Background: an optimization exercise with open tools, aiming at small area and a short achievable clock period. Do not read the settings as production practice.
Where RTL was checked, it was by simulation tests only, not by an equivalence proof against the original.
No activity file was given, so power comes from the tool's default toggle rates.

==> 07-13 <==
==> flow/design.v <==
module rtp_rx_check (
    input  wire        clk,
    input  wire        rst,
    input  wire        in_valid,
    input  wire [63:0] in_data,
    input  wire        in_last,
    input  wire [2:0]  in_nbytes,
    output wire        out_valid,
    output wire        out_hdr,
    output wire        out_ok,
    output wire [31:0] out_type,
    output wire [31:0] out_seq,
    output wire [31:0] out_len,
    output wire [31:0] out_csum,
    output wire [15:0] out_sum,
    output wire [10:0] out_plen,
    output wire [11:0] out_flen
);
    reg         first;
    reg         ph_b1;
    reg         ph_pl;
    reg         ph_past;
    reg         fin;         
    reg  [11:0] flen;        
    reg  [10:0] room;        
    reg         lim;         
    reg  [7:0]  kmask;       
    reg  [15:0] acc_s;       
    reg  [15:0] acc_c;
    reg  [31:0] f_type;
    reg  [31:0] f_seq;
    reg  [31:0] f_len;
    reg  [31:0] f_csum;
    wire        full     = ~in_last | (in_nbytes == 3'd0);
    wire [3:0]  nb       = full ? 4'd8 : {1'b0, in_nbytes};
    wire        room_all = |room[10:3];
    reg  [7:0]  kb, lb;
    reg  [63:0] masked;
    integer     j;
    always @* begin
        for (j = 0; j < 8; j = j + 1) begin
            kb[j] = in_valid & kmask[j];
            lb[j] = ~in_last | (in_nbytes == 3'd0) | (in_nbytes > j);
            masked[63 - 8*j -: 8] = in_data[63 - 8*j -: 8] & {8{kb[j]}} & {8{lb[j]}};
        end
    end
    function [31:0] csa;
        input [15:0] a, b, c;
        reg   [15:0] h, m;
        begin
            h   = a ^ b;
            m   = (a & b) | (c & h);
            csa = {m[14:0], m[15], h ^ c};
        end
    endfunction
    wire [15:0] s_in = first ? 16'd0 : acc_s;
    wire [15:0] c_in = first ? 16'd0 : acc_c;
    wire [31:0] l1a  = csa(masked[63:48], masked[47:32], masked[31:16]);
    wire [31:0] l1b  = csa(masked[15:0], s_in, c_in);
    wire [31:0] l2   = csa(l1a[15:0], l1a[31:16], l1b[15:0]);
    wire [31:0] l3   = csa(l2[15:0], l2[31:16], l1b[31:16]);
    wire [10:0] len_sat  = (|in_data[63:43]) ? 11'h7FF : in_data[42:32];
    wire [10:0] room_dec = room_all ? room - 11'd8 : 11'd0;
    wire        pl_end   = (flen[10:3] == 8'hFF);     
    function [7:0] thermo;
        input [10:0] n;
        integer i;
        begin
            for (i = 0; i < 8; i = i + 1)
                thermo[i] = (n > i);
        end
    endfunction
    wire [11:0] base     = first ? 12'd0 : flen;
    wire [8:0]  base_inc = base[11:3] + 9'd1;
    always @(posedge clk) begin
        if (rst) begin
            first   <= 1'b1;
            ph_b1   <= 1'b0;
            ph_pl   <= 1'b0;
            ph_past <= 1'b0;
            fin     <= 1'b0;
            kmask   <= 8'hFF;
        end else begin
            fin <= in_valid & in_last;
            if (in_valid) begin
                first   <= in_last;
                ph_b1   <= ~in_last & first;
                ph_pl   <= ~in_last & (ph_b1 | (ph_pl & ~pl_end));
                ph_past <= ~in_last & (ph_past | (ph_pl & pl_end));
                if (in_last)
                    kmask <= 8'hFF;                      
                else if (first)
                    kmask <= 8'h0F;                      
                else if (ph_b1)
                    kmask <= thermo(len_sat);
                else if (ph_pl & ~pl_end)
                    kmask <= thermo(room_dec);
                else
                    kmask <= 8'h00;
            end
        end
        acc_s <= l3[15:0];
        acc_c <= l3[31:16];
        if (in_valid) begin
            if (!ph_past)
                flen <= full ? {base_inc, 3'b000} : {base[11:3], in_nbytes};
            if (first) begin
                f_type <= in_data[63:32];
                f_seq  <= in_data[31:0];
            end
            if (ph_b1) begin
                f_len  <= in_data[63:32];
                f_csum <= in_data[31:0];
                room   <= len_sat;
            end
            if (ph_pl)
                room   <= room_dec;
            lim <= ~ph_b1 && (room[10:4] == 7'd0) && (room[3:0] <= (ph_past ? 4'd0 : nb));
        end
    end
    wire [15:0] g0 = acc_s & acc_c;
    wire [15:0] p0 = acc_s ^ acc_c;
    reg  [15:0] gp, pp, gn, pn;
    integer     k, d;
    always @* begin
        gp = g0;
        pp = p0;
        for (d = 1; d < 16; d = d * 2) begin
            for (k = 0; k < 16; k = k + 1) begin
                gn[k] = gp[k] | (pp[k] & gp[(k + 16 - d) % 16]);
                pn[k] = pp[k] & pp[(k + 16 - d) % 16];
            end
            gp = gn;
            pp = pn;
        end
    end
    wire [15:0] sum = ~(p0 ^ {gp[14:0], gp[15]});
    wire [31:0] vu     = csa(acc_s, acc_c, f_csum[15:0]);
    wire        z_mod  = &(vu[15:0] ^ vu[31:16]);
    wire        z_sc   = ~|{acc_s, acc_c};
    wire        cs_lo1 = &f_csum[15:0];
    wire        hdr   = |flen[11:4];
    wire [11:0] avail = flen - 12'd16;
    assign out_valid = fin;
    assign out_hdr   = hdr;
    assign out_ok    = hdr & ~|f_csum[31:16] & z_mod & (z_sc | ~cs_lo1);
    assign out_type  = f_type;
    assign out_seq   = f_seq;
    assign out_len   = f_len;
    assign out_csum  = f_csum;
    assign out_sum   = sum;
    assign out_plen  = lim ? f_len[10:0] : avail[10:0];
    assign out_flen  = flen;
endmodule
==> flow/flow/run.sh <==
#!/bin/bash
bash standard.sh finish BUFFER_PORTS_ARGS="-buffer_cell sky130_fd_sc_hd__buf_1" > standard.log 2>&1
==> flow/standard.sh <==
#!/bin/bash
# synth_recipe.tcl (not shown) runs the flow's synth.tcl, then flattens the netlist and writes it again
# the make line also repeats each setting of config.mk as NAME=value (left out here)
make -C /OpenROAD-flow-scripts/flow DESIGN_CONFIG=/design/flow/config.mk WORK_HOME=/design/flow/orfs CLKGATE_MAP_FILE= SYNTH_SCRIPT=/design/flow/synth_recipe.tcl "${@:-finish}"
==> flow/config.mk <==
export PLATFORM = sky130hd
export DESIGN_NAME = rtp_rx_check
export DESIGN_NICKNAME = rtp_rx_check
export VERILOG_FILES = /design/flow/design.v
export SDC_FILE = /design/flow/constraint.sdc
export NUM_CORES = 4
export LEC_CHECK = 0
export CAP_MARGIN = 20
export CORE_MARGIN = 2
export CORE_UTILIZATION = 40
export CTS_BUF_LIST = sky130_fd_sc_hd__clkbuf_8
export CTS_CLUSTER_SIZE = 30
export PLACE_DENSITY = 0.6
export SETUP_SLACK_MARGIN = 3.0
export SLEW_MARGIN = 20
==> flow/constraint.sdc <==
create_clock -name core_clock -period 7.0 [get_ports {clk}]
set_input_delay 1.4000 -clock core_clock [delete_from_list [all_inputs] [get_ports {clk}]]
set_output_delay 1.4000 -clock core_clock [all_outputs]
set_load 0.01 [all_outputs]
==> inputs of 03-03, as changes to 07-13 <==
==> flow/design.v, changed modules only <==
module rtp_rx_check (
    input  wire        clk,
    input  wire        rst,
    input  wire        in_valid,
    input  wire [63:0] in_data,
    input  wire        in_last,
    input  wire [2:0]  in_nbytes,
    output wire        out_valid,
    output wire        out_hdr,
    output wire        out_ok,
    output wire [31:0] out_type,
    output wire [31:0] out_seq,
    output wire [31:0] out_len,
    output wire [31:0] out_csum,
    output wire [15:0] out_sum,
    output wire [10:0] out_plen,
    output wire [11:0] out_flen
);
    reg         first;
    reg         ph_b1;
    reg         ph_pl;
    reg         ph_past;
    reg         fin;         
    reg  [11:0] flen;        
    reg  [10:0] room;        
    reg  [7:0]  kmask;       
    reg         lim;         
    reg  [15:0] acc_s;       
    reg  [15:0] acc_c;
    reg  [31:0] f_type;
    reg  [31:0] f_seq;
    reg  [31:0] f_len;
    reg  [31:0] f_csum;
    wire        full     = ~in_last | (in_nbytes == 3'd0);
    wire [3:0]  nb       = full ? 4'd8 : {1'b0, in_nbytes};
    reg  [7:0]  keep;
    reg  [63:0] masked;
    integer     j;
    always @* begin
        for (j = 0; j < 8; j = j + 1) begin
            keep[j] = in_valid & kmask[j] & (full | (in_nbytes > j));
            masked[63 - 8*j -: 8] = keep[j] ? in_data[63 - 8*j -: 8] : 8'h00;
        end
    end
    function [31:0] csa;
        input [15:0] a, b, c;
        reg   [15:0] m;
        begin
            m   = (a & b) | (a & c) | (b & c);
            csa = {m[14:0], m[15], a ^ b ^ c};
        end
    endfunction
    function [7:0] thermo;
        input [10:0] n;
        integer i;
        begin
            for (i = 0; i < 8; i = i + 1)
                thermo[i] = (n > i);
        end
    endfunction
    wire [15:0] s_in = first ? 16'd0 : acc_s;
    wire [15:0] c_in = first ? 16'd0 : acc_c;
    wire [31:0] l1a  = csa(masked[63:48], masked[47:32], masked[31:16]);
    wire [31:0] l1b  = csa(masked[15:0], s_in, c_in);
    wire [31:0] l2   = csa(l1a[15:0], l1a[31:16], l1b[15:0]);
    wire [31:0] l3   = csa(l2[15:0], l2[31:16], l1b[31:16]);
    wire [10:0] len_sat  = (|in_data[63:43]) ? 11'h7FF : in_data[42:32];
    wire [10:0] room_dec = (|room[10:3]) ? room - 11'd8 : 11'd0;
    wire        pl_end   = (flen[10:3] == 8'hFF);     
    wire [11:0] base     = first ? 12'd0 : flen;
    wire [8:0]  base_inc = base[11:3] + 9'd1;
    always @(posedge clk) begin
        if (rst) begin
            first   <= 1'b1;
            ph_b1   <= 1'b0;
            ph_pl   <= 1'b0;
            ph_past <= 1'b0;
            kmask   <= 8'hFF;
            fin     <= 1'b0;
        end else begin
            fin <= in_valid & in_last;
            if (in_valid) begin
                first   <= in_last;
                ph_b1   <= ~in_last & first;
                ph_pl   <= ~in_last & (ph_b1 | (ph_pl & ~pl_end));
                ph_past <= ~in_last & (ph_past | (ph_pl & pl_end));
                if (in_last)
                    kmask <= 8'hFF;
                else if (first)
                    kmask <= 8'h0F;                      
                else if (ph_b1)
                    kmask <= thermo(len_sat);
                else if (ph_pl & ~pl_end)
                    kmask <= thermo(room_dec);
                else
                    kmask <= 8'h00;
            end
        end
        acc_s <= l3[15:0];
        acc_c <= l3[31:16];
        if (in_valid) begin
            if (!ph_past)
                flen <= full ? {base_inc, 3'b000} : {base[11:3], in_nbytes};
            if (first) begin
                f_type <= in_data[63:32];
                f_seq  <= in_data[31:0];
            end
            if (ph_b1) begin
                f_len  <= in_data[63:32];
                f_csum <= in_data[31:0];
                room   <= len_sat;
            end
            if (ph_pl)
                room   <= room_dec;
            lim <= ~ph_b1 && (room[10:4] == 7'd0) && (room[3:0] <= (ph_past ? 4'd0 : nb));
        end
    end
    wire [15:0] g0 = acc_s & acc_c;
    wire [15:0] p0 = acc_s ^ acc_c;
    reg  [15:0] gp, pp;
    integer     k, d;
    always @* begin
        gp = g0;
        pp = p0;
        for (d = 1; d < 16; d = d * 2)
            for (k = 15; k >= d; k = k - 1) begin
                gp[k] = gp[k] | (pp[k] & gp[k - d]);
                pp[k] = pp[k] & pp[k - d];
            end
    end
    wire [15:0] cy  = {gp[14:0] | (pp[14:0] & {15{gp[15]}}), gp[15]};
    wire [15:0] sum = ~(p0 ^ cy);
    wire [31:0] vu    = csa(acc_s, acc_c, f_csum[15:0]);
    wire        z_sc  = ~|{acc_s, acc_c};
    wire        z_mod = (vu[15:0] == ~vu[31:16]) | ~|vu | &vu;
    wire        cs_lo0 = ~|f_csum[15:0];
    wire        cs_lo1 = &f_csum[15:0];
    wire        hdr   = |flen[11:4];
    wire [11:0] avail = flen - 12'd16;
    assign out_valid = fin;
    assign out_hdr   = hdr;
    assign out_ok    = hdr & ~|f_csum[31:16] & z_mod & ~(z_sc & cs_lo0) & ~(~z_sc & cs_lo1);
    assign out_type  = f_type;
    assign out_seq   = f_seq;
    assign out_len   = f_len;
    assign out_csum  = f_csum;
    assign out_sum   = sum;
    assign out_plen  = lim ? f_len[10:0] : avail[10:0];
    assign out_flen  = flen;
endmodule
==> flow/flow/run.sh (replaced) <==
#!/bin/bash
bash standard.sh finish BUFFER_PORTS_ARGS="-buffer_cell sky130_fd_sc_hd__buf_2" > standard.log 2>&1
- ABC_CLOCK_PERIOD_IN_PS: not set -> 3000
- CTS_BUF_LIST: sky130_fd_sc_hd__clkbuf_8 -> not set
- CTS_CLUSTER_SIZE: 30 -> not set
- SETUP_SLACK_MARGIN: 3.0 -> 3.5
==> inputs of 05-16, as changes to 07-13 <==
--- a/flow/design.v
+++ b/flow/design.v
@@ -26,3 +26,2 @@
     reg         lim;         
-    reg  [7:0]  kmask;       
     reg  [15:0] acc_s;       
@@ -41,3 +40,3 @@
         for (j = 0; j < 8; j = j + 1) begin
-            kb[j] = in_valid & kmask[j];
+            kb[j] = in_valid & (first | (ph_b1 & (j < 4)) | (ph_pl & (room_all | (room[2:0] > j))));
             lb[j] = ~in_last | (in_nbytes == 3'd0) | (in_nbytes > j);
@@ -64,10 +63,2 @@
     wire        pl_end   = (flen[10:3] == 8'hFF);     
-    function [7:0] thermo;
-        input [10:0] n;
-        integer i;
-        begin
-            for (i = 0; i < 8; i = i + 1)
-                thermo[i] = (n > i);
-        end
-    endfunction
     wire [11:0] base     = first ? 12'd0 : flen;
@@ -81,3 +72,2 @@
             fin     <= 1'b0;
-            kmask   <= 8'hFF;
         end else begin
@@ -89,12 +79,2 @@
                 ph_past <= ~in_last & (ph_past | (ph_pl & pl_end));
-                if (in_last)
-                    kmask <= 8'hFF;                      
-                else if (first)
-                    kmask <= 8'h0F;                      
-                else if (ph_b1)
-                    kmask <= thermo(len_sat);
-                else if (ph_pl & ~pl_end)
-                    kmask <= thermo(room_dec);
-                else
-                    kmask <= 8'h00;
             end
- SETUP_SLACK_MARGIN: 3.0 -> 2.6
==> results.txt <==
* Flop pwr share at 0.437
* Mux share of post-synthesis cell area at 0.006813
* Non-Clock Buffer Count at around 250
* Cell area after synthesis at around 11,000 sq um
* NonClk Buf Share at 0.07721
* Buffers and inverters on the worst path at 2
* Worst setup path endpoint: out_ok
* Post-synthesis net count at around 1,200
* Sw Pwr at 1.294 mW
* WHS Endpoint: kmask[5]
* Status: timing/DRC/antenna clean
* Post-Synthesis Cells at between 1,000 and 1,500
* Die footprint at 29,360 sq um
* Wire length on met2 at 15.70 mm
* M3 GR Usage at 0.03935
* Worst reg2reg path depth at 7
* Core ar. at 27,710 sq um
the above is filed under 07-13

==> results.txt <==
* Worst reg2reg path depth at 7
* NonClk Buf Share at 0.07766
* Buffers and inverters on the worst path at 2
* Cell area after synthesis at roughly 10,000 sq um
* Flop pwr share at 0.443
* Sw Pwr at 1.215 mW
* Non-Clock Buffer Count at between 200 and 250
* Mux share of post-synthesis cell area at 0.006333
* Worst setup path endpoint: acc_s[15]
* Core ar. at 25,180 sq um
* Status: timing/DRC/antenna clean
* Post-synthesis net count at ~1,000
* Total power at 3.206 mW
* M3 GR Usage at 0.04899
* Dpl cells at roughly 1,400
* WHS Endpoint: ph_past
the above is filed under 05-16

==> results.txt <==
* Die footprint at approximately 28,000 sq um
* Status: timing/DRC/antenna clean
* NonClk Buf Share at 0.1380
* Wire length on met2 at 15.79 mm
* Worst setup path endpoint: out_sum[13]
* Mux share of post-synthesis cell area at 0.006315
* Flop pwr share at 0.372
* Non-Clock Buffer Count at 324
* Sw Pwr at 1.478 mW
* WHS Endpoint: kmask[7]
* Buffers and inverters on the worst path at 1
* Cell area after synthesis at 10,500 sq um
* Post-Synthesis Cells at approximately 900
* Core ar. at between 20,000 and 30,000 sq um
* Worst reg2reg path depth at 6
the above is filed under 03-03

Only the layout flow was run in 07-13 and 03-03; the RTL was not checked for function there.

[separate check: timing with driven ports]
The flow's constraints put no driver on any port. The routed layouts listed below were extracted and timed again, unchanged, in two steps. Step 1: set_driving_cell puts a clkbuf_16 on clk and a buf_2 on each other input, an assumption about the parent block. Step 2, shift: input delay + t, output delay - t, t = (earliest + latest rising clock arrival at the registers) / 2. This alone moves slack from input paths to output paths. Slacks: ideal / step 1 / step 2; pairs: ideal / step 1.
run	t (ns)	setup slack, ns	slew at the worst register clock pin (ns)	pins driven straight from the clock port
07-13	0.518	3.084 / 3.039 / 2.599	0.11 / 0.11	1
03-03	0.479	2.743 / 2.699 / 2.765	0.08 / 0.08	1
05-16	0.506	2.727 / 2.743 / 2.237	0.11 / 0.11	1
After both steps every run listed still meets setup and hold. The setup slack of 05-16, which loses most, moves by +0.016 ns with the drivers and by -0.490 ns with both steps.
